This design comes from an exercise in tuning for small area, a short achievable clock period and few clock cycles per item on the open sky130 flow, not from production work. Function was checked by simulation only, so behaviour that the tests miss may differ from the original. Power figures rest on the tool's default switching activity, not on a simulated workload.

===== flow/flow/run.sh =====
#!/bin/bash
# Standard ORFS layout (the standard.sh), with these knobs changed:
#  - timing repair aims at a setup slack of 6.8 ns, i.e. paths of about 3.2 ns
#    instead of the 10 ns clock, so the resizer actually speeds the design up;
#  - ports are buffered with buf_1 instead of the default delay-cell buffer;
#  - clock tree: clkbuf_8 sink-cluster buffers, clusters of at most 20 sinks
#    within 40 um, no dummy loads.
# The make output goes to standard.log; ORFS writes each step's log under orfs/logs.
set -euo pipefail
bash standard.sh SETUP_SLACK_MARGIN=6.8 \
  'BUFFER_PORTS_ARGS=-buffer_cell sky130_fd_sc_hd__buf_1' \
  'CTS_ARGS=-sink_clustering_enable -repair_clock_nets -sink_clustering_size 20 -sink_clustering_max_diameter 40 -dont_use_dummy_load -sink_clustering_buffer sky130_fd_sc_hd__clkbuf_8' \
  finish > standard.log 2>&1

===== flow/standard.sh =====
#!/bin/bash
# synth_recipe.tcl (not shown) runs the flow's synth.tcl, then flattens the netlist and writes it again
# the make line also repeats each setting of config.mk as NAME=value (left out here)
make -C /OpenROAD-flow-scripts/flow DESIGN_CONFIG=/design/flow/config.mk WORK_HOME=/design/flow/orfs CLKGATE_MAP_FILE= SYNTH_SCRIPT=/design/flow/synth_recipe.tcl "${@:-finish}"

===== flow/config.mk =====
export PLATFORM = sky130hd
export DESIGN_NAME = pfor_unpack
export DESIGN_NICKNAME = pfor_unpack
export VERILOG_FILES = /design/flow/design.v
export SDC_FILE = /design/flow/constraint.sdc
export NUM_CORES = 4
export LEC_CHECK = 0
export CAP_MARGIN = 20
export CORE_MARGIN = 2
export CORE_UTILIZATION = 40
export PLACE_DENSITY = 0.6
export SLEW_MARGIN = 20

===== flow/constraint.sdc =====
create_clock -name core_clock -period 10.0 [get_ports {clk}]
set_input_delay 2.0000 -clock core_clock [delete_from_list [all_inputs] [get_ports {clk}]]
set_output_delay 2.0000 -clock core_clock [all_outputs]
set_load 0.01 [all_outputs]

===== flow/design.v =====
module pfor_unpack (
    input  wire        clk,
    input  wire        rst,           
    input  wire        cmd_valid,
    output wire        cmd_ready,
    input  wire [5:0]  cmd_b,         
    input  wire [7:0]  cmd_cexcept,   
    input  wire        cmd_delta,     
    input  wire        cmd_restart,   
    input  wire        w_valid,
    output wire        w_ready,
    input  wire [31:0] w_data,
    input  wire        x_valid,
    output wire        x_ready,
    input  wire [6:0]  x_pos,
    input  wire [31:0] x_res,
    output wire        o_valid,
    input  wire        o_ready,
    output wire [31:0] o_data
);
    reg         crdy, wrdy, xrdy;
    reg  [31:0] wd;              
    reg         wf;
    reg  [31:0] xr;              
    reg  [6:0]  xp;
    reg         xf;
    reg         act;             
    reg         fa;              
    reg  [5:0]  bq;
    reg  [7:0]  xl;              
    reg         xnz;             
    reg         hit;             
    reg         dq;
    reg         rq;              
    reg         pz;              
    reg  [6:0]  idx;
    reg         last;            
    reg  [4:0]  om;
    reg         nw;              
    reg  [4:0]  omn;             
    reg         nwn;             
    reg  [1:0]  slip;            
    reg         al;              
    reg  [31:1] r0, r1, r2, r3;
    reg  [31:0] u;
    reg         uv, ub, ud;
    reg  [31:0] acc;             
    reg  [31:0] out;
    reg         ov;
    reg  [31:0] sk;              
    reg         sv;
    wire [62:0] f5    = {wd, r0};
    reg  [38:0] f3;
    reg  [32:0] f1;
    always @* begin
        case (om[4:3])
            2'd0: f3 = f5[38:0];
            2'd1: f3 = f5[46:8];
            2'd2: f3 = f5[54:16];
            default: f3 = f5[62:24];
        endcase
        case (om[2:1])
            2'd0: f1 = f3[32:0];
            2'd1: f1 = f3[34:2];
            2'd2: f1 = f3[36:4];
            default: f1 = f3[38:6];
        endcase
    end
    wire [31:0] field = om[0] ? f1[32:1] : f1[31:0];
    wire [31:0] mask  = bq[5] ? 32'hFFFFFFFF : ~(32'hFFFFFFFF << bq[4:0]);
    wire [31:0] p0    = bq[0] ? {xr[30:0], 1'b0}  : xr;
    wire [31:0] p1    = bq[1] ? {p0[29:0], 2'b0}  : p0;
    wire [31:0] p2    = bq[2] ? {p1[27:0], 4'b0}  : p1;
    wire [31:0] p3    = bq[3] ? {p2[23:0], 8'b0}  : p2;
    wire [31:0] p4    = bq[4] ? {p3[15:0], 16'b0} : p3;
    wire [31:0] uval  = (field & mask) | (hit ? p4 : 32'd0);
    wire [4:0]  s_om  = om + bq[4:0];                        
    wire [5:0]  s2    = {1'b0, omn} + {1'b0, bq[4:0]};
    wire        fb    = uv & !sv;
    wire [31:0] sa    = acc & {32{ub}};
    wire [31:0] kg0 = sa & u, kp0 = sa ^ u;
    wire [31:0] kg1, kp1, kg2, kp2, kg3, kp3, kg4, kp4, kg5, kp5;
    genvar gi;
    generate
        for (gi = 0; gi < 32; gi = gi + 1) begin : pfx
            if (gi % 2 == 1) begin
                assign kg1[gi] = kg0[gi] | (kp0[gi] & kg0[gi-1]);
                assign kp1[gi] = kp0[gi] & kp0[gi-1];
            end else begin
                assign kg1[gi] = kg0[gi];
                assign kp1[gi] = kp0[gi];
            end
            if (gi % 4 >= 2) begin
                assign kg2[gi] = kg1[gi] | (kp1[gi] & kg1[gi - gi%4 + 1]);
                assign kp2[gi] = kp1[gi] & kp1[gi - gi%4 + 1];
            end else begin
                assign kg2[gi] = kg1[gi];
                assign kp2[gi] = kp1[gi];
            end
            if (gi % 8 >= 4) begin
                assign kg3[gi] = kg2[gi] | (kp2[gi] & kg2[gi - gi%8 + 3]);
                assign kp3[gi] = kp2[gi] & kp2[gi - gi%8 + 3];
            end else begin
                assign kg3[gi] = kg2[gi];
                assign kp3[gi] = kp2[gi];
            end
            if (gi % 16 >= 8) begin
                assign kg4[gi] = kg3[gi] | (kp3[gi] & kg3[gi - gi%16 + 7]);
                assign kp4[gi] = kp3[gi] & kp3[gi - gi%16 + 7];
            end else begin
                assign kg4[gi] = kg3[gi];
                assign kp4[gi] = kp3[gi];
            end
            if (gi >= 16) begin
                assign kg5[gi] = kg4[gi] | (kp4[gi] & kg4[15]);
            end else begin
                assign kg5[gi] = kg4[gi];
            end
        end
    endgenerate
    wire [31:0] sum   = kp0 ^ {kg5[30:0], 1'b0};
    wire        ofree = !ov | o_ready;
    wire        nb     = cmd_valid & crdy;
    wire        lane3  = fa & (idx[1:0] == 2'd3);
    wire        xuse   = fa & hit;
    wire        c_last = fa ? (idx == 7'd126) : last;
    wire        c_xnz  = xuse ? (xl != 8'd1) : xnz;
    wire        c_nw   = lane3 ? nwn : nw;
    wire [1:0]  c_slip = (act & !fa) ? slip + 2'd1 : slip;
    wire        d_wf   = !wrdy | w_valid;
    wire        d_xf   = (xrdy & x_valid) | (xf & !xuse);
    wire        d_act  = !crdy | cmd_valid;
    wire [6:0]  d_idx  = crdy ? 7'd0 : fa ? idx + 7'd1 : idx;
    wire        d_last = !crdy & c_last;
    wire [7:0]  d_xl   = crdy ? cmd_cexcept : xuse ? xl - 8'd1 : xl;
    wire        d_xnz  = crdy ? (cmd_cexcept != 8'd0) : c_xnz;
    wire [4:0]  d_om   = crdy ? 5'd31 : lane3 ? omn : om;
    wire        d_nw   = crdy ? (cmd_b != 6'd0) : c_nw;
    wire [1:0]  d_slip = crdy ? 2'd0 : c_slip;
    wire        d_al   = (d_slip == 2'd0);
    wire        d_hit  = d_xnz & (xrdy ? (x_valid & (x_pos == d_idx))
                                       : (xf & !xuse & (xp == d_idx)));
    wire        d_uv   = fa | (uv & sv);
    wire        d_sv   = ov & !o_ready & (sv | uv);
    wire        d_go   = !(d_uv & d_sv);
    wire        d_fa   = crdy ? (cmd_valid & (d_wf | (cmd_b == 6'd0))
                                  & (d_xf | (cmd_cexcept == 8'd0)) & d_go)
                              : ((c_slip == 2'd0) & (!c_nw | d_wf) & (!c_xnz | d_xf) & d_go);
    assign cmd_ready = crdy;
    assign w_ready   = wrdy;
    assign x_ready   = xrdy;
    assign o_valid   = ov;
    assign o_data    = out;
    always @(posedge clk) begin
        if (!wf | (fa & nw)) wd <= w_data;
        if (!xf | xuse) begin
            xr <= x_res;
            xp <= x_pos;
        end
        if (crdy) begin
            bq <= cmd_b;
            dq <= cmd_delta;
        end
        idx  <= d_idx;
        xl   <= d_xl;
        xnz  <= d_xnz;
        om   <= d_om;
        nw   <= d_nw;
        slip <= d_slip;
        al   <= d_al;
        last <= d_last;
        omn  <= s_om;
        nwn  <= s2[5] | bq[5];
        r0 <= r1;
        r1 <= r2;
        r2 <= r3;
        r3 <= (fa & nw) ? wd[31:1] : r0;
        if (fa) begin
            u  <= uval;
            ub <= dq & !rq;
            ud <= dq;
        end
        if (fb & ud) acc <= sum;
        if (ofree) out <= sv ? sk : sum;
        if (!sv) sk <= sum;
        if (rst) begin
            crdy <= 1'b1;
            wrdy <= 1'b1;
            xrdy <= 1'b1;
            wf   <= 1'b0;
            xf   <= 1'b0;
            act  <= 1'b0;
            fa   <= 1'b0;
            hit  <= 1'b0;
            pz   <= 1'b1;
            uv   <= 1'b0;
            ov   <= 1'b0;
            sv   <= 1'b0;
        end else begin
            crdy <= crdy ? !cmd_valid : (c_last & d_fa);
            wrdy <= !d_wf | (d_nw & d_fa);
            xrdy <= !d_xf | (d_hit & d_fa);
            wf   <= d_wf;
            xf   <= d_xf;
            act  <= d_act;
            fa   <= d_fa;
            hit  <= d_hit;
            if (nb) begin
                rq <= cmd_restart | pz;
                pz <= !cmd_delta & (cmd_restart | pz);
            end else if (fa) begin
                rq <= 1'b0;
            end
            uv <= d_uv;
            sv <= d_sv;
            if (ofree) ov <= sv | fb;
        end
    end
endmodule

==> results of run 1 <==
## layout make-up
class / count / area [µm²]
Multi-Input combinational cell: 831 / 7150
Tap cell: 539 / 674
Sequential cell: 376 / 9390
Fill cell: 3832 / 22900
Inverter: 28 / 105
Timing Repair Buffer: 154 / 692
Clock buffer: 50 / 744
## where the power goes
part | leakage (µW) | internal [µW] | switching [µW]
combinational | 0.00330 | 217 | 236
sequential | 0.00342 | 1860 | 99.3
clock | 0.000385 | 488 | 504
total | 0.00710 | 2570 | 840
## Yosys cell counts (4+ instances only)
| cell type | instances | area share, % |
|---|---|---|
| or2_2 | 4 | 0.15 |
| nand4_1 | 8 | 0.30 |
| edfxtp_1 | 185 | 33 |
| and2_1 | 31 | 1.2 |
| ha_1 | 42 | 3.1 |
| a31oi_1 | 7 | 0.26 |
| dfxtp_1 | 191 | 23 |
| mux4_2 | 52 | 7.0 |
| o21a_1 | 4 | 0.18 |
| o22ai_1 | 20 | 0.75 |
| buf_1 | 17 | 0.38 |
| xnor2_1 | 25 | 1.3 |
| fa_1 | 6 | 0.72 |
| mux2i_1 | 80 | 4.8 |
| a21o_1 | 12 | 0.54 |
| inv_1 | 25 | 0.56 |
| buf_2 | 11 | 0.33 |
| a211o_1 | 6 | 0.31 |
| nor2_1 | 52 | 1.2 |
| o21ai_0 | 55 | 1.6 |
| nand3_1 | 5 | 0.15 |
| nor4_1 | 4 | 0.15 |
| a21oi_1 | 57 | 1.7 |
| mux2_2 | 112 | 7.5 |
| nand2b_1 | 11 | 0.41 |
| a221o_1 | 4 | 0.24 |
| a22o_1 | 4 | 0.21 |
| and3_1 | 7 | 0.26 |
| nand2_1 | 108 | 2.4 |
| nor3_1 | 12 | 0.36 |
| clkbuf_1 | 38 | 0.85 |
| xor2_1 | 27 | 1.4 |
| a211oi_1 | 12 | 0.54 |
| nor2b_1 | 12 | 0.45 |
| or3_1 | 8 | 0.30 |
## sequential cells by signal (all words and copies together) (netlist names), 2 cells and up
name  cells
acc      32
bq        6
idx       7
om        5
omn       5
out      32
r0       31
r1       31
r2       31
r3       31
sk       32
slip      2
u        32
wd       32
xl        8
xp        7
xr       32
## timing repair
item                       4_1_cts  5_1_grt
setup endpoints to repair       53       26
gates resized for setup          1       27
setup buffers                    4        6
pin swaps                        1       16
## cells in the final DEF (no fill, tap or decap), types with 6 or more instances in the layout
cell,instances
inv_1,25
a31oi_1,6
xnor2_1,24
mux2i_1,80
o21ai_0,51
buf_1,128
nand4_1,8
nand2_1,107
o22ai_1,20
nand2b_1,10
clkbuf_8,45
and3_1,7
ha_1,40
edfxtp_1,185
a21oi_1,53
nor3_1,11
and2_1,30
a211oi_1,10
nor2_1,52
a211o_1,6
xor2_1,26
mux2_2,110
nor2b_1,10
buf_4,24
mux4_2,52
or3_1,8
dfxtp_1,188
a21o_1,12
## metal layers
metal / up-vias / GRT usage (%)
met2: 275 / 27.1
met5: - / 0
li1: 5077 / -
met3: 74 / 3.34
met4: 0 / 6.28
met1: 5115 / 23.4
## worst max-delay path: cells and delay by family, from the launching register on
kind | cells | cell delay, ns
fa+ha+maj | 3 | 0.88
xor+xnor | 1 | 0.16
mux | 1 | 0.26
simple gates | 1 | 0.22
flops | 1 | 0.51
compound gates | 4 | 0.95
## path summary, 6_finish.rpt
| path | startpoint | endpoint | slack [ns] |
|---|---|---|---|
| hold reg to reg | r3[24] | r2[24] | 0.30 |
| setup / recovery | ub | out[9] | 6.75 |
| setup reg to reg | ub | out[9] | 6.75 |
| hold / removal | r3[24] | r2[24] | 0.30 |
## cell families after synthesis
logic type               count (synthesis)  synth area share (%)
AO/OA/AOI/OAI                          213                  7.99
adder cells (fa/ha/maj)                 48                  3.85
multiplexers                           245                  19.4
AND/OR/NAND/NOR                        273                  7.77
XOR/XNOR                                52                  2.72
buffers and inverters                   98                  2.40
flip-flops                             376                  55.9
## stage by stage
stage               worst slack (ns)  cells  area (µm²)
global placement                6.40   1917       17800
floorplan                       6.68   1305       16800
detailed placement              6.36   1917       17800
finish                          6.75   1978       18800
global route                    6.64   1978       18800
CTS                             6.74   1971       18500
==> results.cfg, run 1 <==
[sta]
setup_violations = 0
rsz0062_at_grt = true
whs_ns = 0.299
finalCritPeriodShare_pct = 32.5
tightest_slew_ns = 0.863
fin_crit_ns = 3.25
finalMaxSlewViolations = 0
finalClockSkew_ns = 0.0684
relSlewSlack_pct = 42.3
hold_violations = 0
finalSetupTns_ns = 0
fmax_ghz = 0.308

[synth]
ys_ff_latch = 376
syn_nets = 1446
ys.flop_type = dfxtp_1
syn_inst = 1305
async_reset_ff_share_pct = 0
yosysUniqueCellTypes = 66
synth_area_per_cell_um2 = 12.9
ys_seq_area_share_pct = 55.9
syn_area_um2 = 16800
synth-edff-count = 185
yosysWarnings = 1

[cts]
cts_sinks = 376
tritoncts = done
clock_path_buffers = 3
hold_buffers = 0
cts_root_buf = clkbuf_16
clkLatencyLatePin_ns = 0.55
cts.reportedPaths.clkPinSlew_ns = 0.07
htreeDepth = 2
numCtsBuffers = 50

[floorplanning]
fp.dieW_um = 209
num_rows = 75
die_y_um = 209
initial_core_util_pct = 40.3
core_um2 = 41700
dieArea_um2 = 43600
ios = 129

[placed_design]
dp_hpwl_mm = 26.6
portBuffers = 128
gp_congestion = 0.902

[detailed_routing]
wl_met1_mm = 17.1
viasPerCell = 5.33
vias = 10541
routed_wl_mm = 37.3
drc = 0
met2_length_mm = 17.0
routed.top_layer = met4
firstDrtPassIters = 5
wl_per_cell_um = 18.9
ant_nets = 0
met3WireLength_mm = 1.96
first_iter_violations = 711

[layout]
finalNetCount = 1582
area_growth_pct = 11.8
fin_util_pct = 45.0
layout-drive-gt1-share_pct = 19.7
antenna_cells = 0

[setup_path]
critPathKind = reg2reg
path_cells = and2_4, ha_4, fa_2, a211o_4, a221o_1, a21oi_2, o21bai_1, fa_2, xor2_2, mux2_4
slowest_delay_ns = 0.51
worstSetupStartpointType = register
crit_path_top_delay_cell = edfxtp_1
crit_fanout = 8
required_ns = 10.27
cp-end-kind = register
reg2reg_depth = 10
critPathArrivalTime_ns = 3.52
cpMostUsedCell = fa_2

[grt]
grt_overflow_total = 0
antenna_found_initial = 0
grt_pass1_vias = 10553
grt_pass1_wl_mm = 58.1
grt_usage_pct = 17.1
grt_max_degree = 57

[job]
maxCapViolCount = 0

[power_and_ir_drop]
powerDensity_nw_per_um2 = 182
finalPower_uw = 3410
vdd.ir_drop.worst_v = 0.000100
power.leakage_uw = 0.00710

[hold_path]
min_path_type = reg2reg
whs_path_depth = 0

[status]
status = complete, no violations
Testbench counts, summed over its fixed seeds: cycles 49,176, items 384.
==> run 2: changes to the inputs <==
==> flow/flow/run.sh (replaced) <==
#!/bin/bash
# Standard ORFS layout (the standard.sh), with these knobs changed:
#  - timing repair aims at a setup slack of 7.0 ns, i.e. paths of about 3.0 ns
#    instead of the 10 ns clock, so the resizer actually speeds the design up;
#  - ports are buffered with buf_1 instead of the default delay-cell buffer;
#  - clock tree: clkbuf_8 sink-cluster buffers, clusters of at most 20 sinks
#    within 40 um, no dummy loads.
# The make output goes to standard.log; ORFS writes each step's log under orfs/logs.
set -euo pipefail
bash standard.sh SETUP_SLACK_MARGIN=7.00 \
  'BUFFER_PORTS_ARGS=-buffer_cell sky130_fd_sc_hd__buf_1' \
  'CTS_ARGS=-sink_clustering_enable -repair_clock_nets -sink_clustering_size 20 -sink_clustering_max_diameter 40 -dont_use_dummy_load -sink_clustering_buffer sky130_fd_sc_hd__clkbuf_8' \
  finish > standard.log 2>&1
==> run 2 against run 1 <==
Net effect: clock skew is 0.0099 ns higher; critical path depth stayed put; final area is 0.31% higher.
==> results.cfg, run 2 <==
[grt]
grt_pass1_wl_mm = 58.6
grt_usage_pct = 17.2
grt_pass1_vias = 10575
antenna_found_initial = 0
grt_overflow_total = 0
grt_max_degree = 57

[setup_path]
reg2reg_depth = 10
regToRegStartpoint = ub
worstSetupStartpointType = register
critPathArrivalTime_ns = 3.48
critPathKind = reg2reg
path_cells = and2_1, ha_2, fa_2, a211o_2, a221o_1, a21oi_2, o21bai_1, fa_2, xor2_1, mux2_4
slowest_delay_ns = 0.49
required_ns = 10.28
regToRegSetupSlack_ns = 6.80
crit_fanout = 5
crit_path_top_delay_cell = edfxtp_1
cp-end-kind = register
path_delay_family = compound AO/OA/AOI/OAI gates
rr_endpoint = out[9]
worst-path-buf-inv = 0
cpMostUsedCell = fa_2
cp.depth = 10

[sta]
finalCritPeriodShare_pct = 32.0
fin_crit_ns = 3.20
fmax_ghz = 0.312
rsz0062_at_grt = true
finalClockSkew_ns = 0.0783
finalSetupTns_ns = 0
relSlewSlack_pct = 42.5
finalMaxSlewViolations = 0
setup_violations = 0
hold_violations = 0
tightest_slew_ns = 0.861

[placed_design]
portBuffers = 128
gp_congestion = 0.919
dpl_cell_area_um2 = 17800
dp_hpwl_mm = 26.4

[layout]
area_growth_pct = 12.1
layout_commonest_cell = edfxtp_1
fillCellCount = 3838
finalNetCount = 1580
most-common-layout-cells = edfxtp_1 (185), dfxtp_1 (184), mux2_2 (111)
antenna_cells = 0
final_area_um2 = 18800
layout-drive-gt1-share_pct = 22.3

[detailed_routing]
viasPerCell = 5.25
drc = 0
met2_length_mm = 16.7
routed_wl_mm = 37.1
vias = 10368
ant_nets = 0
routed.top_layer = met4
first_iter_violations = 619
wl_met1_mm = 17.6
met3WireLength_mm = 1.66
wl_per_cell_um = 18.8
firstDrtPassIters = 5

[synth]
synth_area_per_cell_um2 = 12.9
yosysUniqueCellTypes = 66
async_reset_ff_share_pct = 0
synth_top_area_share_pct = 33.1
synth_most_common_cell = dfxtp_1
synth-edff-count = 185
syn_nets = 1446
yosysWarnings = 1
yosysTopAreaCell = edfxtp_1
ys_seq_area_share_pct = 55.9
synth_area_leaders = edfxtp_1 (33%), dfxtp_1 (23%), mux2_2 (7.5%)
ys.flop_type = dfxtp_1
ys_ff_latch = 376
synth_common_cells = dfxtp_1 (191), edfxtp_1 (185), mux2_2 (112)
syn_area_um2 = 16800
syn_inst = 1305

[cts]
cts_root_buf = clkbuf_16
clkLatencyLatePin_ns = 0.57
numCtsBuffers = 49
cts_sinks = 376
htreeDepth = 2
clock_path_buffers = 3
cts.reportedPaths.clkPinSlew_ns = 0.08
tritoncts = done

[floorplanning]
core_um2 = 41700
fp.dieW_um = 209
ios = 129
initial_core_util_pct = 40.3
dieArea_um2 = 43600
num_rows = 75
die_y_um = 209

[power_and_ir_drop]
power.leakage_uw = 0.00718
vdd.ir_drop.worst_v = 0.000102
powerDensity_nw_per_um2 = 181

[hold_path]
whs_path_depth = 0
hold_start = r3[2]
min_path_type = reg2reg
whs_endpoint = r2[2]

[job]
maxCapViolCount = 0

[status]
status = complete, no violations
run 2: cell types whose count changed in the layout (fill, tap and decap cells not counted), moves of 2 or more:
| cell | delta |
|---|---|
| ha_4 | +2 |
| dfxtp_1 | -4 |
| ha_2 | +2 |
| dfxtp_2 | +4 |
| buf_6 | +6 |
| clkbuf_2 | +29 |
| buf_1 | -33 |
| ha_1 | -4 |
| buf_4 | -2 |
run 2: worst register-to-register path, delay by kind of cell, from the launching register on:
kind / cells / cell delay [ns]
AO/OA/AOI/OAI: 4 / 0.97
XOR/XNOR: 1 / 0.16
adder cells (fa/ha/maj): 3 / 0.87
flip-flops: 1 / 0.49
multiplexers: 1 / 0.26
AND/OR/NAND/NOR: 1 / 0.19
run 2: stage by stage:
step	power (µW)	worst slack, ns	utilization (%)	hold slack [ns]	instances
after floorplan	2280	6.68	-	0.310	1305
after global placement	2420	6.43	42.7	0.310	1917
after detailed placement	2430	6.33	42.7	0.312	1917
after CTS	3440	6.78	44.9	0.302	1973
after global routing	3570	6.70	45.1	0.306	1976
final	3400	6.80	45.1	0.301	1976
run 2: worst max-delay path by stage:
| stage | start | endpoint | slack [ns] |
|---|---|---|---|
| after floorplan | cmd_b[3] | crdy | 6.68 |
| after global placement | ub | out[31] | 6.43 |
| after detailed placement | ub | out[9] | 6.33 |
| after CTS | ub | out[9] | 6.78 |
| after global routing | ub | out[9] | 6.70 |
| final | ub | out[9] | 6.80 |
run 2: repair_timing:
action                                  CTS  global route
hold buffers                              0             0
buffers inserted                          7             3
pin swaps                                 6             7
endpoints found under the setup margin  110            84
endpoints found under the hold margin     0             0
gates resized for setup                  32            38
cloned                                    0             0
run 2: logic make-up after synthesis:
logic type	Yosys count	synth area share, %
mux	245	19.4
flops	376	55.9
buf+inv	98	2.40
xor+xnor	52	2.72
compound gates	213	7.99
fa+ha+maj	48	3.85
simple gates	273	7.77
run 2: layout make-up:
| type | instances | area (µm²) | area share [%] |
|---|---|---|---|
| multi-input combinational | 831 | 7160 | 38.1 |
| timing repair buffer | 153 | 746 | 3.96 |
| inverter | 28 | 105 | 0.559 |
| sequential | 376 | 9390 | 49.9 |
| tap | 539 | 674 | 3.59 |
| clock buffer | 49 | 731 | 3.88 |
run 2: power breakdown:
part           internal (µW)  switching [µW]  leakage [µW]
Sequential              1860            99.5       0.00342
Combinational            222             236       0.00338
Clock                    478             498      0.000378
run 2: metal layers:
layer  up-vias  GRT usage [%]
met5         -              0
li1       5085              -
met1      5008           23.5
met4         0           6.92
met2       212           26.9
met3        63           3.22
==> run 3: changes to the inputs <==
==> flow/flow/run.sh (replaced) <==
#!/bin/bash
# Standard ORFS layout (the standard.sh), with these knobs changed:
#  - timing repair aims at a setup slack of 6.9 ns, i.e. paths of about 3.1 ns
#    instead of the 10 ns clock, so the resizer actually speeds the design up;
#  - ports are buffered with buf_1 instead of the default delay-cell buffer;
#  - clock tree: clkbuf_8 sink-cluster buffers, clusters of at most 20 sinks
#    within 40 um, no dummy loads.
# The make output goes to standard.log; ORFS writes each step's log under orfs/logs.
set -euo pipefail
bash standard.sh SETUP_SLACK_MARGIN=6.90 \
  'BUFFER_PORTS_ARGS=-buffer_cell sky130_fd_sc_hd__buf_1' \
  'CTS_ARGS=-sink_clustering_enable -repair_clock_nets -sink_clustering_size 20 -sink_clustering_max_diameter 40 -dont_use_dummy_load -sink_clustering_buffer sky130_fd_sc_hd__clkbuf_8' \
  finish > standard.log 2>&1
==> run 3 against run 2 <==
Net effect: still clean on timing, DRC and antenna; routed wire length shrank 0.95%; cell count shrank 0.10%; non-clock buffer count shrank 2.
==> results.cfg, run 3 <==
[synth]
ys_ff_latch = 376
syn_area_um2 = 16800
yosysWarnings = 1
async_reset_ff_share_pct = 0
ys.flop_type = dfxtp_1
synth_common_cells = dfxtp_1 (191), edfxtp_1 (185), mux2_2 (112)
synth_top_area_share_pct = 33.1
yosysUniqueCellTypes = 66
ys_seq_area_share_pct = 55.9
synth_most_common_cell = dfxtp_1
syn_nets = 1446
synth_area_per_cell_um2 = 12.9
synth_area_leaders = edfxtp_1 (33%), dfxtp_1 (23%), mux2_2 (7.5%)
synth-edff-count = 185
yosysTopAreaCell = edfxtp_1
syn_inst = 1305

[floorplanning]
core_um2 = 41700
fp.dieW_um = 209
ios = 129
dieArea_um2 = 43600
initial_core_util_pct = 40.3
num_rows = 75
die_y_um = 209

[cts]
cts.reportedPaths.clkPinSlew_ns = 0.08
hold_buffers = 0
htreeDepth = 2
clock_path_buffers = 3
cts_sinks = 376
tritoncts = done
cts_root_buf = clkbuf_16
clkLatencyLatePin_ns = 0.54
numCtsBuffers = 49

[job]
maxCapViolCount = 0

[sta]
finalSetupTns_ns = 0
setup_violations = 0
finalClockSkew_ns = 0.0795
relSlewSlack_pct = 39.8
finalMaxSlewViolations = 0
tightest_slew_ns = 0.902
fmax_ghz = 0.317
finalCritPeriodShare_pct = 31.5
finalWorstSetupSlack_ns = 6.85
hold_violations = 0
fin_crit_ns = 3.15
rsz0062_at_grt = true

[setup_path]
crit_fanout = 4
critPathKind = reg2reg
critPathArrivalTime_ns = 3.41
path_cells = and2_4, ha_2, fa_2, a211o_2, a221o_1, a21oi_2, o21bai_1, fa_2, xor2_1, mux2_4
crit_path_top_delay_cell = edfxtp_1
cpMostUsedCell = fa_2
cp-end-kind = register
required_ns = 10.26
worstSetupStartpointType = register
slowest_delay_ns = 0.49

[layout]
most-common-layout-cells = edfxtp_1 (185), dfxtp_1 (185), buf_1 (120)
layout-drive-gt1-share_pct = 20.1
finalNetCount = 1578
area_growth_pct = 11.5
antenna_cells = 0

[detailed_routing]
viasPerCell = 5.27
met2_length_mm = 16.2
wl_per_cell_um = 18.6
met3WireLength_mm = 1.70
first_iter_violations = 721
firstDrtPassIters = 5
drc = 0
routed.top_layer = met4
vias = 10400
routed_wl_mm = 36.7
ant_nets = 0
wl_met1_mm = 17.6

[grt]
grt_usage_pct = 17.0
grt_max_degree = 57
grt_overflow_total = 0
grt_pass1_wl_mm = 58.2
grt_pass1_vias = 10456
antenna_found_initial = 0

[power_and_ir_drop]
powerDensity_nw_per_um2 = 181
vdd.ir_drop.worst_v = 0.000110
finalPower_uw = 3380
power.leakage_uw = 0.00709

[hold_path]
min_path_type = reg2reg

[status]
status = complete, no violations

[placed_design]
portBuffers = 128
dp_hpwl_mm = 26.3
dp_slack_ns = 6.32
gp_congestion = 0.907
[run 3: cell counts after synthesis]
Identical to the previous run, type by type.
[run 3: cell type report]
type                    instances  area, µm²
inverters                      28        105
well taps                     539        674
multi-input cells             831       7130
fillers                      3840      23000
flip-flops and latches        376       9390
repair buffers                151        674
clock buffers                  49        731
[run 3: stage by stage]
stage                     utilization [%]  hold slack, ns  area (µm²)  std cells
after floorplan                         -           0.310       16800       1305
after global placement               42.7           0.310       17800       1918
after detailed placement             42.7           0.312       17800       1918
after CTS                            44.6           0.286       18600       1972
after global routing                 44.9           0.281       18700       1974
final                                44.9           0.286       18700       1974
[run 3: repair_timing]
item,4_1_cts,5_1_grt
pin swaps,5,6
setup endpoints to repair,68,37
buffers inserted,5,2
gates resized for setup,13,27
[run 3: worst max-delay path, delay by kind of cell, from the launching register on]
family          cells  cell delay, ns
compound gates      4            0.94
fa+ha+maj           3            0.86
flops               1            0.49
mux                 1            0.26
simple gates        1            0.19
xor+xnor            1            0.15
[run 3: kinds of logic (layout without fill, tap and decap cells)]
logic type,Yosys count,in the layout,synth area share (%)
DFF,376,376,55.9
and+or+nand+nor,273,273,7.77
muxes,245,245,19.4
AOI/OAI and AO/OA,213,213,7.99
buffers and inverters,98,228,2.40
xor gates and xnor gates,52,52,2.72
adders and majority gates,48,48,3.85
[run 3: worst paths after layout]
kind | from | end | slack (ns) | cells after the start
hold reg to reg | r1[15] | r0[15] | 0.29 | 0
hold / removal | r1[15] | r0[15] | 0.29 | 0
setup / recovery | ub | out[9] | 6.85 | 10
setup reg to reg | ub | out[9] | 6.85 | 10
[run 3: power by group]
group,switching [µW],total (µW),internal (µW),leakage [µW]
clock,492,970,478,0.000378
combinational,235,452,217,0.00329
sequential,98.8,1960,1860,0.00342
total,826,3380,2560,0.00709
[run 3: per-layer routing]
metal	track usage (%)	up-vias
met2	25.9	259
li1	-	5064
met1	23.9	5005
met3	3.05	72
met5	0	-
met4	7.07	0
==> run 4: changes to the inputs <==
==> flow/flow/run.sh (replaced) <==
#!/bin/bash
# Standard ORFS layout (the standard.sh), with these knobs changed:
#  - timing repair aims at a setup slack of 6.9 ns, i.e. paths of about 3.1 ns
#    instead of the 10 ns clock, so the resizer actually speeds the design up;
#  - ports are buffered with buf_1 instead of the default delay-cell buffer;
#  - clock tree: clkbuf_8 sink-cluster buffers, clusters of at most 20 sinks
#    within 50 um, no dummy loads.
# The make output goes to standard.log; ORFS writes each step's log under orfs/logs.
set -euo pipefail
bash standard.sh SETUP_SLACK_MARGIN=6.90 \
  'BUFFER_PORTS_ARGS=-buffer_cell sky130_fd_sc_hd__buf_1' \
  'CTS_ARGS=-sink_clustering_enable -repair_clock_nets -sink_clustering_size 20 -sink_clustering_max_diameter 50 -dont_use_dummy_load -sink_clustering_buffer sky130_fd_sc_hd__clkbuf_8' \
  finish > standard.log 2>&1
==> run 4 against run 3 <==
Net effect: still clean on timing, DRC and antenna; cell count decreased by 0.51%; global-route usage decreased by 0.091 points; critical path depth increased by 1; synthesized cell count unchanged; critical endpoint unchanged; largest cell class unchanged.
==> results.cfg, run 4 <==
[synth]
syn_area_um2 = 16800
yosysTopAreaCell = edfxtp_1
ys.flop_type = dfxtp_1
synth_top_area_share_pct = 33.1
yosysWarnings = 1
synth_area_per_cell_um2 = 12.9
ys_ff_latch = 376
synth-edff-count = 185
yosysUniqueCellTypes = 66
syn_inst = 1305
synth_common_cells = dfxtp_1 (191), edfxtp_1 (185), mux2_2 (112)
synth_area_leaders = edfxtp_1 (33%), dfxtp_1 (23%), mux2_2 (7.5%)
syn_nets = 1446
synth_most_common_cell = dfxtp_1
ys_seq_area_share_pct = 55.9
async_reset_ff_share_pct = 0

[grt]
grt_pass1_vias = 10307
antenna_found_initial = 0
grt_usage_pct = 16.9
grt_max_degree = 57
grt_pass1_wl_mm = 57.8
grt_overflow_total = 0

[hold_path]
hold_start = r2[19]
min_path_type = reg2reg

[floorplanning]
ios = 129
fp.dieW_um = 209
die_y_um = 209
core_um2 = 41700
num_rows = 75
dieArea_um2 = 43600
initial_core_util_pct = 40.3

[setup_path]
crit_start = ub
required_ns = 10.28
critPathKind = reg2reg
regToRegStartpoint = ub
worstSetupStartpointType = register
critPathArrivalTime_ns = 3.48
cp-end-kind = register
crit_fanout = 6

[layout]
area_growth_pct = 11.2
fin_util_pct = 44.8
fin_cells = 1964
finalNetCount = 1568
antenna_cells = 0
layout-drive-gt1-share_pct = 19.9
most-common-layout-cells = edfxtp_1 (185), dfxtp_1 (185), buf_1 (121)
fillCellCount = 3833

[cts]
clkLatencyLatePin_ns = 0.53
cts_sinks = 376
cts.reportedPaths.clkPinSlew_ns = 0.10
clock_path_buffers = 3
cts_root_buf = clkbuf_16
htreeDepth = 2
tritoncts = done
numCtsBuffers = 37

[sta]
fmax_ghz = 0.313
setup_violations = 0
finalClockSkew_ns = 0.0638
finalMaxSlewViolations = 0
finalSetupTns_ns = 0
relSlewSlack_pct = 38.8
tightest_slew_ns = 0.917
fin_crit_ns = 3.20
finalWorstSetupSlack_ns = 6.80
finalCritPeriodShare_pct = 32.0
rsz0062_at_grt = true
hold_violations = 0

[detailed_routing]
viasPerCell = 5.29
drc = 0
first_iter_violations = 670
routed_wl_mm = 36.9
firstDrtPassIters = 7
ant_nets = 0
vias = 10390
wl_per_cell_um = 18.8

[status]
status = complete, no violations

[power_and_ir_drop]
powerDensity_nw_per_um2 = 175
finalPower_uw = 3260
vdd.ir_drop.worst_v = 0.000101
power.leakage_uw = 0.00702

[placed_design]
dp_slack_ns = 6.32
portBuffers = 128
dp_hpwl_mm = 26.3
gp_congestion = 0.907
dp_cells = 1918

[job]
maxCapViolCount = 0
run 4: cell counts after synthesis:
No cell type changed its count.
run 4: layout make-up:
type	instances	area, µm²	share of cell area (%)
tap	539	674	3.62
sequential	376	9390	50.4
clock buffer	37	566	3.03
inverter	28	105	0.564
multi-input combinational	831	7210	38.7
timing repair buffer	153	699	3.75
run 4: cells by family (layout without fill, tap and decap cells):
kind of cell    Yosys count  count (layout)  synth area share (%)
compound gates          213             213                  7.99
xor+xnor                 52              52                  2.72
fa+ha+maj                48              48                  3.85
buf+inv                  98             218                  2.40
flops                   376             376                  55.9
mux                     245             245                  19.4
simple gates            273             273                  7.77
run 4: metrics by stage:
stage,hold WS (ns),instance area [µm²]
floorplan,0.310,16800
global placement,0.310,17800
detailed placement,0.312,17800
CTS,0.253,18400
global route,0.265,18600
finish,0.259,18600
run 4: routing by layer:
metal	vias up	track usage (%)	share of wire, %
li1	5042	-	-
met1	5032	23.9	48
met2	253	25.9	44
met3	63	2.80	4.3
met4	0	6.80	3.3
met5	-	0	0
run 4: critical path, stage by stage, from the launching register on:
cell and delay, ns:
edfxtp_1 0.40, buf_6 0.16, and2_4 0.14, ha_4 0.15, fa_2 0.35, a211o_4 0.35, a221o_1 0.35, a21oi_2 0.18
o21bai_1 0.10, fa_2 0.36, xor2_2 0.15, mux2_4 0.26
run 4: worst paths after layout:
kind,slack [ns],cells after the start,endpoint
setup reg to reg,6.80,11,out[9]
setup / recovery,6.80,11,out[9]
hold / removal,0.26,0,r1[19]
hold reg to reg,0.26,0,r1[19]
run 4: timing repair:
item	4_1_cts	5_1_grt
endpoints found under the hold margin	0	0
setup buffers	5	3
setup endpoints to repair	72	46
cloned	0	1
hold buffers	0	0
resized for setup	12	40
pin swaps	5	2
run 4: report_power, final:
part | total [µW] | switching [µW] | internal (µW)
sequential | 1960 | 99.0 | 1860
clock | 849 | 473 | 376
combinational | 456 | 237 | 220
==> run 5: changes to the inputs <==
--- a/flow/design.v
+++ b/flow/design.v
@@ -78,5 +78,5 @@
     wire [5:0]  s2    = {1'b0, omn} + {1'b0, bq[4:0]};
     wire        fb    = uv & !sv;
-    wire [31:0] sa    = acc & {32{ub}};
+    wire [31:0] sa    = acc;
     wire [31:0] kg0 = sa & u, kp0 = sa ^ u;
     wire [31:0] kg1, kp1, kg2, kp2, kg3, kp3, kg4, kp4, kg5, kp5;
@@ -120,4 +120,6 @@
     endgenerate
     wire [31:0] sum   = kp0 ^ {kg5[30:0], 1'b0};
+    wire [31:0] alt   = sv ? sk : u;
+    wire [31:0] val   = (sv | !ub) ? alt : sum;
     wire        ofree = !ov | o_ready;
     wire        nb     = cmd_valid & crdy;
@@ -181,7 +183,7 @@
             ud <= dq;
         end
-        if (fb & ud) acc <= sum;
-        if (ofree) out <= sv ? sk : sum;
-        if (!sv) sk <= sum;
+        if (fb & ud) acc <= val;
+        if (ofree) out <= val;
+        sk <= val;
         if (rst) begin
             crdy <= 1'b1;
==> flow/flow/run.sh (replaced) <==
#!/bin/bash
# Standard ORFS layout (the standard.sh), with these knobs changed:
#  - timing repair aims at a setup slack of 6.9 ns, i.e. paths of about 3.1 ns
#    instead of the 10 ns clock, so the resizer actually speeds the design up;
#  - ports are buffered with buf_1 instead of the default delay-cell buffer;
#  - clock tree: sink clusters of at most 40 flip-flops within 80 um, no
#    dummy loads.
# The make output goes to standard.log; ORFS writes each step's log under orfs/logs.
set -euo pipefail
bash standard.sh SETUP_SLACK_MARGIN=6.90 \
  'BUFFER_PORTS_ARGS=-buffer_cell sky130_fd_sc_hd__buf_1' \
  'CTS_ARGS=-sink_clustering_enable -repair_clock_nets -sink_clustering_size 40 -sink_clustering_max_diameter 80 -dont_use_dummy_load' \
  finish > standard.log 2>&1
==> run 5 against run 4 <==
Net effect: core utilization down 0.38 points; worst setup slack better by 0.12 ns; global-route usage rose by 0.27 points; critical path type is now reg2out; largest cell class unchanged; highest routed layer unchanged.
==> results.cfg, run 5 <==
[status]
status = complete, no violations

[sta]
hold_violations = 0
fin_crit_ns = 3.08
tightest_slew_ns = 0.794
finalCritPeriodShare_pct = 30.8
finalMaxSlewViolations = 0
setup_violations = 0
rsz0062_at_grt = true
finalSetupTns_ns = 0
relSlewSlack_pct = 47.0
fmax_ghz = 0.325
finalClockSkew_ns = 0.0735

[synth]
ys.flop_type = dfxtp_1
synth-edff-count = 185
synth_compound_area_share_pct = 9.89
synth_area_per_cell_um2 = 12.6
yosysWarnings = 1
syn_area_um2 = 16800
synth_most_common_cell = dfxtp_1
yosysTopAreaCell = edfxtp_1
syn_inst = 1335
synth_area_leaders = edfxtp_1 (33%), dfxtp_1 (23%), mux4_2 (6.6%)
async_reset_ff_share_pct = 0
yosys.area_share.simple_pct = 6.62
yosysUniqueCellTypes = 65
synthXorXnorAreaFrac_pct = 2.60
synthAdderAreaFrac_pct = 3.83
ys_seq_area_share_pct = 55.7
synth_top_area_share_pct = 33.0
syn_nets = 1476
synth_top_family_by_area = multiplexers
muxShareOfSynthArea_pct = 18.9
synth_common_cells = dfxtp_1 (191), edfxtp_1 (185), nand2_1 (111)
ys_ff_latch = 376

[job]
maxCapViolCount = 0

[layout]
layout-drive-gt1-share_pct = 16.8
most-common-layout-cells = edfxtp_1 (185), dfxtp_1 (185), buf_1 (118)
finalNetCount = 1574
fillCellCount = 3848
area_growth_pct = 9.98
antenna_cells = 0

[setup_path]
required_ns = 8.00
critPathArrivalTime_ns = 1.08
crit_start = out[30]
path_delay_family = flip-flops
cp.depth = 1
worst-path-buf-inv = 1
cp-end-kind = primary output
reg2reg_depth = 10
rr_endpoint = out[31]
slowest_delay_ns = 0.39
path_cells = clkbuf_2
crit_path_top_delay_cell = edfxtp_1
cp-endpoint = o_data[30]
critPathKind = reg2out
regToRegSetupSlack_ns = 7.01
worstSetupStartpointType = register
regToRegStartpoint = u[0]
crit_fanout = 1

[cts]
cts.reportedPaths.clkPinSlew_ns = 0.11
tritoncts = done
clock_path_buffers = 3
htreeDepth = 1
numCtsBuffers = 24
cts_sinks = 376
cts_root_buf = clkbuf_16
clkLatencyLatePin_ns = 0.57

[placed_design]
gp_congestion = 0.953
dp_hpwl_mm = 27.3
portBuffers = 128

[detailed_routing]
drc = 0
first_iter_violations = 639
viasPerCell = 5.39
ant_nets = 0
wl_per_cell_um = 19.1
vias = 10619
firstDrtPassIters = 5
routed_wl_mm = 37.6

[power_and_ir_drop]
pwr-share-seq_pct = 59.3
p_int_uw = 2490
vdd.ir_drop.worst_v = 0.000127
power.leakage_uw = 0.00695
sw_frac_of_total_pct = 24.4
power.switching_uw = 806
finalPower_uw = 3300
clock_power_share_pct = 27.1
power_frac_comb_pct = 13.6
powerDensity_nw_per_um2 = 178

[grt]
grt_usage_pct = 17.1
grt_pass1_wl_mm = 59.3
grt_max_degree = 58
grt_overflow_total = 0
grt_pass1_vias = 10476
antenna_found_initial = 1

[floorplanning]
core_um2 = 41800
num_rows = 75
die_y_um = 209
dieArea_um2 = 43800
ios = 129
fp.dieW_um = 209
initial_core_util_pct = 40.3

[hold_path]
min_path_type = reg2reg
-- run 5: layer usage --
| layer | track usage [%] | vias to the layer above | wire length [µm] |
|---|---|---|---|
| met5 | 0 | - | 0 |
| met4 | 5.59 | 0 | 1060 |
| met3 | 2.03 | 48 | 1640 |
| met2 | 27.0 | 260 | 17000 |
| met1 | 24.8 | 5168 | 17900 |
| li1 | - | 5143 | - |
-- run 5: what timing repair did --
item,CTS,global route
pin swaps,0,9
gates resized for setup,7,24
hold buffers,0,0
buffers inserted,0,1
setup endpoints to repair,14,68
-- run 5: power by group through the flow --
| stage | clock network [µW] | logic [µW] | registers [µW] |
|---|---|---|---|
| floorplan | 0 | 316 | 1960 |
| global placement | 0 | 437 | 1980 |
| detailed placement | 0 | 443 | 1990 |
| CTS | 932 | 447 | 1960 |
| global route | 981 | 492 | 1980 |
| finish | 895 | 448 | 1960 |
-- run 5: cell type report --
class / count / area [µm²] / area share [%]
flip-flops and latches: 376 / 9390 / 50.7
multi-input cells: 857 / 7120 / 38.4
well taps: 539 / 674 / 3.64
repair buffers: 146 / 632 / 3.41
clock buffers: 24 / 601 / 3.24
inverters: 28 / 109 / 0.588
-- run 5: worst min-delay path by stage --
stage	startpoint	endpoint	slack (ns)	cells past startpoint
final	r2[20]	r1[20]	0.27	0
after global routing	r2[20]	r1[20]	0.27	0
after CTS	r2[20]	r1[20]	0.27	0
after detailed placement	r2[3]	r1[3]	0.31	0
after global placement	r2[20]	r1[20]	0.31	0
after floorplan	r1[10]	r0[10]	0.31	0
-- run 5: cell families after synthesis --
kind of cell / Yosys count
compound gates: 269
xor+xnor: 50
fa+ha+maj: 48
buf+inv: 102
flops: 376
mux: 244
simple gates: 246
-- run 5: through the flow --
stage | setup slack [ns] | hold slack (ns) | instance area (µm²) | utilization [%] | cells
3_3_place_gp | 6.60 | 0.310 | 17800 | 42.7 | 1945
2_1_floorplan | 6.77 | 0.310 | 16900 | - | 1335
6_report | 6.92 | 0.271 | 18500 | 44.4 | 1970
3_5_place_dp | 6.54 | 0.312 | 17800 | 42.7 | 1945
5_1_grt | 6.84 | 0.265 | 18500 | 44.4 | 1970
4_1_cts | 6.88 | 0.275 | 18500 | 44.2 | 1969
Testbench counts of run 5, summed over its fixed seeds: cycles 49,176, items 384.
==> run 6: changes to the inputs <==
==> flow/flow/run.sh (replaced) <==
#!/bin/bash
# Standard ORFS layout (the standard.sh), with these knobs changed:
#  - timing repair aims at a setup slack of 6.9 ns, i.e. paths of about 3.1 ns
#    instead of the 10 ns clock, so the resizer actually speeds the design up;
#  - ports are buffered with buf_1 instead of the default delay-cell buffer;
#  - clock tree: clkbuf_8 sink-cluster buffers, clusters of at most 20 sinks
#    within 40 um, no dummy loads.
# The make output goes to standard.log; ORFS writes each step's log under orfs/logs.
set -euo pipefail
bash standard.sh SETUP_SLACK_MARGIN=6.90 \
  'BUFFER_PORTS_ARGS=-buffer_cell sky130_fd_sc_hd__buf_1' \
  'CTS_ARGS=-sink_clustering_enable -repair_clock_nets -sink_clustering_size 20 -sink_clustering_max_diameter 40 -dont_use_dummy_load -sink_clustering_buffer sky130_fd_sc_hd__clkbuf_8' \
  finish > standard.log 2>&1
==> run 6 against run 5 <==
Net effect: highest routed layer unchanged; routed wire length is 1.5% higher; hold slack better by 0.0061 ns; largest cell class unchanged; sequential share of layout area decreased by 0.53 points; first-iteration DRC count increased by 5.6%; register-to-register slack improved by 0.07 ns; clock skew grew 0.0012 ns; final area is 1.0% higher; critical path depth unchanged; largest power group unchanged; still clean.
==> results.cfg, run 6 <==
[layout]
area_growth_pct = 11.1
multi_input_area_um2 = 7130
layout-drive-gt1-share_pct = 18.7
finalNetCount = 1603
fin_cells = 1999
fillCellCount = 3843
seq_area_um2 = 9390
final_area_um2 = 18700
antenna_cells = 0
most-common-layout-cells = edfxtp_1 (185), dfxtp_1 (185), buf_1 (115)

[placed_design]
gp_congestion = 0.953
dpl_cell_area_um2 = 17800
dp_cells = 1945
portBuffers = 128
dp_slack_ns = 6.54
dp_hpwl_mm = 27.3

[setup_path]
slowest_delay_ns = 0.38
cp-end-kind = primary output
crit_path_top_delay_cell = edfxtp_1
worst-path-buf-inv = 1
crit_fanout = 1
critPathArrivalTime_ns = 1.06
worstSetupStartpointType = register
crit_start = out[9]
required_ns = 8.00
path_delay_family = flip-flops
regToRegStartpoint = u[0]
critPathKind = reg2out
path_cells = clkbuf_2

[cts]
tritoncts = done
clock_path_buffers = 3
cts_sinks = 376
clkLatencyLatePin_ns = 0.57
numCtsBuffers = 52
cts_root_buf = clkbuf_16
hold_buffers = 0
htreeDepth = 2
cts.reportedPaths.clkPinSlew_ns = 0.10

[sta]
fin_crit_ns = 3.06
relSlewSlack_pct = 46.6
tightest_slew_ns = 0.800
finalCritPeriodShare_pct = 30.6
hold_violations = 0
rsz0062_at_grt = true
finalWorstSetupSlack_ns = 6.94
finalMaxSlewViolations = 0
whs_ns = 0.277
finalClockSkew_ns = 0.0747
setup_violations = 0
finalSetupTns_ns = 0
fmax_ghz = 0.327

[power_and_ir_drop]
sw_frac_of_total_pct = 24.7
powerDensity_nw_per_um2 = 183
power_frac_comb_pct = 13.1
pwr-share-seq_pct = 57.3
vdd.ir_drop.worst_v = 0.000109
power.leakage_uw = 0.00706
p_int_uw = 2580
clock_power_share_pct = 29.5
power.switching_uw = 843

[hold_path]
hold_start = r2[20]
min_path_type = reg2reg

[detailed_routing]
viasPerCell = 5.38
first_iter_violations = 675
routed_wl_mm = 38.2
wl_per_cell_um = 19.1
ant_nets = 0
vias = 10763
firstDrtPassIters = 5
drc = 0

[synth]
syn_inst = 1335
synth_area_leaders = edfxtp_1 (33%), dfxtp_1 (23%), mux4_2 (6.6%)
synth_most_common_cell = dfxtp_1
yosysTopAreaCell = edfxtp_1
ys_ff_latch = 376
ys_seq_area_share_pct = 55.7
syn_nets = 1476
synth-edff-count = 185
synth_top_area_share_pct = 33.0
yosysUniqueCellTypes = 65
synth_common_cells = dfxtp_1 (191), edfxtp_1 (185), nand2_1 (111)
yosysWarnings = 1
synth_area_per_cell_um2 = 12.6
async_reset_ff_share_pct = 0
ys.flop_type = dfxtp_1
syn_area_um2 = 16800

[floorplanning]
ios = 129
dieArea_um2 = 43800
fp.dieW_um = 209
die_y_um = 209
num_rows = 75
initial_core_util_pct = 40.3
core_um2 = 41800

[grt]
grt_usage_pct = 17.6
grt_max_degree = 58
grt_pass1_wl_mm = 60.1
antenna_found_initial = 1
grt_overflow_total = 0
grt_pass1_vias = 10747

[status]
status = complete, no violations

[job]
maxCapViolCount = 0
-- run 6: repair_timing --
action                                  in CTS  in global routing
pin swaps                                    0                  8
gates cloned                                 0                  1
buffers inserted                             0                  1
resized for setup                            5                 30
hold endpoints to repair                     0                  0
endpoints found under the setup margin       9                 69
-- run 6: power by group through the flow --
stage          clock [µW]  combinational (µW)  sequential (µW)
4_1_cts              1060                 446             1960
6_report             1010                 449             1960
3_5_place_dp            0                 443             1990
2_1_floorplan           0                 316             1960
3_3_place_gp            0                 437             1980
5_1_grt              1120                 494             1980
-- run 6: logic make-up (layout without fill, tap and decap cells) --
logic type,after synthesis,after routing,synth area share (%)
XOR/XNOR,50,50,2.60
AO/OA/AOI/OAI,269,269,9.89
buffers and inverters,102,227,2.53
multiplexers,244,244,18.9
AND/OR/NAND/NOR,246,246,6.62
adder cells (fa/ha/maj),48,48,3.83
flip-flops,376,376,55.7
-- run 6: per-layer routing --
metal | vias up | track usage [%] | routed length [µm]
met2 | 305 | 27.0 | 17100
met5 | - | 0 | 0
met4 | 0 | 6.55 | 1180
met3 | 66 | 3.59 | 2040
met1 | 5190 | 24.6 | 17900
li1 | 5202 | - | -
-- run 6: path summary, 6_finish.rpt --
check,end,slack [ns],cells after the start
worst max-delay path,o_data[9],6.94,1
worst max register to register,out[31],7.08,10
worst min-delay path,r1[20],0.28,0
worst min register to register,r1[20],0.28,0
-- run 6: through the flow --
step / utilization, % / power (µW)
after floorplan: - / 2280
after global placement: 42.7 / 2420
after detailed placement: 42.7 / 2440
after CTS: 44.6 / 3460
after global routing: 44.8 / 3590
final: 44.8 / 3420
-- run 6: final cells by class --
type	count	share of cell area, %
Tap cell	539	3.60
Multi-Input combinational cell	857	38.1
Inverter	28	0.582
Sequential cell	376	50.2
Timing Repair Buffer	146	3.42
Clock buffer	52	4.12
Timing Repair inverter	1	0.0267
==> run 7: changes to the inputs <==
==> flow/flow/run.sh (replaced) <==
#!/bin/bash
# Standard ORFS layout (the standard.sh), with these knobs changed:
#  - timing repair aims at a setup slack of 6.8 ns, i.e. paths of about 3.2 ns
#    instead of the 10 ns clock, so the resizer actually speeds the design up;
#  - ports are buffered with buf_1 instead of the default delay-cell buffer;
#  - clock tree: clkbuf_8 sink-cluster buffers, clusters of at most 20 sinks
#    within 40 um, no dummy loads.
# The make output goes to standard.log; ORFS writes each step's log under orfs/logs.
set -euo pipefail
bash standard.sh SETUP_SLACK_MARGIN=6.8 \
  'BUFFER_PORTS_ARGS=-buffer_cell sky130_fd_sc_hd__buf_1' \
  'CTS_ARGS=-sink_clustering_enable -repair_clock_nets -sink_clustering_size 20 -sink_clustering_max_diameter 40 -dont_use_dummy_load -sink_clustering_buffer sky130_fd_sc_hd__clkbuf_8' \
  finish > standard.log 2>&1
==> run 7 against run 6 <==
Net effect: flip-flop and latch count unchanged; clock skew about the same; via count decreased by 0.26%; power about the same; fmax decreased by 1.6%; largest power group unchanged; non-clock buffer count decreased by 1; critical path type unchanged; global-route usage about the same; die area unchanged; cell count decreased by 0.10%; sequential share of layout area increased by 0.15 points.
==> results.cfg, run 7 <==
[setup_path]
regToRegSetupSlack_ns = 6.99
worst-path-buf-inv = 1
slowest_delay_ns = 0.41
path_delay_family = flip-flops
path_cells = buf_1
critPathKind = reg2out
crit_path_top_delay_cell = dfxtp_1
cp-end-kind = primary output
crit_fanout = 2
required_ns = 8.00
worstSetupStartpointType = register
critPathArrivalTime_ns = 1.11

[synth]
ys.flop_type = dfxtp_1
yosysWarnings = 1
yosysUniqueCellTypes = 65
synth_common_cells = dfxtp_1 (191), edfxtp_1 (185), nand2_1 (111)
synth_top_area_share_pct = 33.0
syn_inst = 1335
ys_seq_area_share_pct = 55.7
syn_area_um2 = 16800
async_reset_ff_share_pct = 0
synth_area_per_cell_um2 = 12.6
synth_most_common_cell = dfxtp_1
synth_area_leaders = edfxtp_1 (33%), dfxtp_1 (23%), mux4_2 (6.6%)
yosysTopAreaCell = edfxtp_1
synth-edff-count = 185
syn_nets = 1476
ys_ff_latch = 376

[sta]
whs_ns = 0.277
hold_violations = 0
finalSetupTns_ns = 0
fin_crit_ns = 3.11
relSlewSlack_pct = 35.3
finalMaxSlewViolations = 0
tightest_slew_ns = 0.967
rsz0062_at_grt = false
setup_violations = 0
finalCritPeriodShare_pct = 31.1
finalClockSkew_ns = 0.0752
fmax_ghz = 0.321

[floorplanning]
dieArea_um2 = 43800
initial_core_util_pct = 40.3
core_um2 = 41800
fp.dieW_um = 209
num_rows = 75
die_y_um = 209
ios = 129

[grt]
grt.busiest_layer = met2
grt_pass1_vias = 10741
grtUsageMet3_pct = 3.59
grtUsageMet2_pct = 27.0
grt.met1_usage_pct = 24.6
grt_usage_pct = 17.6
grt_overflow_total = 0
antenna_found_initial = 0
grt_pass1_wl_mm = 60.1
grt_max_degree = 58

[cts]
htreeDepth = 2
numCtsBuffers = 52
cts_root_buf = clkbuf_16
clock_path_buffers = 3
tritoncts = done
cts_sinks = 376
cts.reportedPaths.clkPinSlew_ns = 0.10
clkLatencyLatePin_ns = 0.57
hold_buffers = 0

[placed_design]
gp_congestion = 0.953
dp_hpwl_mm = 27.3
portBuffers = 128

[detailed_routing]
vias = 10735
routed_wl_mm = 38.1
drc = 0
first_iter_violations = 650
wl_per_cell_um = 19.1
firstDrtPassIters = 5
viasPerCell = 5.38
ant_nets = 0

[power_and_ir_drop]
power_frac_comb_pct = 13.1
sw_frac_of_total_pct = 24.7
p_int_uw = 2570
finalPower_uw = 3420
power.leakage_uw = 0.00702
powerDensity_nw_per_um2 = 183
clock_power_share_pct = 29.5
vdd.ir_drop.worst_v = 0.000109
pwr-share-seq_pct = 57.4
power.switching_uw = 842

[layout]
finalNetCount = 1601
layout_commonest_cell = dfxtp_1
layout-drive-gt1-share_pct = 17.2
fillCellCount = 3846
antenna_cells = 0
area_growth_pct = 10.7
most-common-layout-cells = dfxtp_1 (188), edfxtp_1 (185), buf_1 (128)

[job]
maxCapViolCount = 0

[status]
status = complete, no violations

[hold_path]
min_path_type = reg2reg
[run 7: cell count changes in the layout (fill, tap and decap cells not counted), moves of 2 or more]
cell and change:
dfxtp_2 -3, o21ai_0 +2, clkbuf_2 -12, dfxtp_1 +3, buf_1 +13, o21ai_1 -2
[run 7: metrics by stage]
step / utilization (%) / cells / area, µm² / worst slack [ns]
6_report: 44.7 / 1997 / 18700 / 6.89
5_1_grt: 44.7 / 1997 / 18700 / 6.80
4_1_cts: 44.6 / 1997 / 18600 / 6.82
3_5_place_dp: 42.7 / 1945 / 17800 / 6.54
3_3_place_gp: 42.7 / 1945 / 17800 / 6.60
2_1_floorplan: - / 1335 / 16900 / 6.77
[run 7: layout make-up]
class,instances,area (µm²),area share [%]
multi-input cells,857,7100,38.1
well taps,539,674,3.62
clock buffers,52,772,4.14
flip-flops and latches,376,9390,50.3
inverters,28,105,0.563
repair buffers,145,612,3.28
[run 7: kinds of logic after synthesis]
family | share of synthesized area [%]
mux | 18.9
simple gates | 6.62
compound gates | 9.89
flops | 55.7
xor+xnor | 2.60
fa+ha+maj | 3.83
buf+inv | 2.53
[run 7: path summary, 6_finish.rpt]
kind         startpoint      end  cells after the start
max                  ov  o_valid                      1
min reg2reg      r2[20]   r1[20]                      0
max reg2reg       bq[2]    u[29]                      8
min              r2[20]   r1[20]                      0
[run 7: power by group through the flow]
stage	Sequential, µW	Clock (µW)	Combinational, µW
floorplan	1960	0	316
global placement	1980	0	437
detailed placement	1990	0	443
CTS	1960	1060	446
global route	1980	1120	491
finish	1960	1010	447
[run 7: metal layers]
| layer | wire, µm | vias to the layer above |
|---|---|---|
| met5 | 0 | - |
| met4 | 1170 | 0 |
| met3 | 1910 | 64 |
| met2 | 17000 | 287 |
| met1 | 18000 | 5186 |
| li1 | - | 5198 |
[run 7: what timing repair did]
item | CTS | global route
setup endpoints to repair | 0 | 39
setup buffers | 0 | 0
resized for setup | 0 | 10

==> port drivers added, routing unchanged <==
In the flow no input, the clock included, has a driving cell. The finished layouts below were timed again as built, in two steps. Step 1 (the two cells are an assumption about what drives the block):
set clk [get_ports {clk}]
set_driving_cell -lib_cell sky130_fd_sc_hd__clkbuf_16 $clk
set_driving_cell -lib_cell sky130_fd_sc_hd__buf_2 [delete_from_list [all_inputs] $clk]
Step 2 adds t to the input delays and takes it off the output delays; t is the mean of the earliest and latest rising clock arrival at the registers after step 1. Input paths then give back, and output paths get back, about the clock's delay inside the block. a / b / c = no drivers / after step 1 / after step 2; a / b = the first two.
run | t (ns) | slack for setup (ns) | worst setup path after step 2 | slew at the worst register clock pin (ns)
run 1 | 0.568 | 6.750 / 6.750 / 6.424 | input to register | 0.09 / 0.09
run 2 | 0.581 | 6.797 / 6.797 / 6.459 | input to register | 0.10 / 0.10
run 3 | 0.557 | 6.849 / 6.849 / 6.490 | input to register | 0.09 / 0.09
run 4 | 0.552 | 6.801 / 6.801 / 6.492 | input to register | 0.11 / 0.11
run 5 | 0.593 | 6.925 / 6.869 / 6.527 | input to register | 0.11 / 0.11
run 6 | 0.586 | 6.939 / 6.883 / 6.541 | input to register | 0.10 / 0.10
run 7 | 0.586 | 6.888 / 6.831 / 6.546 | input to register | 0.10 / 0.10
After both steps every run listed still meets setup and hold.
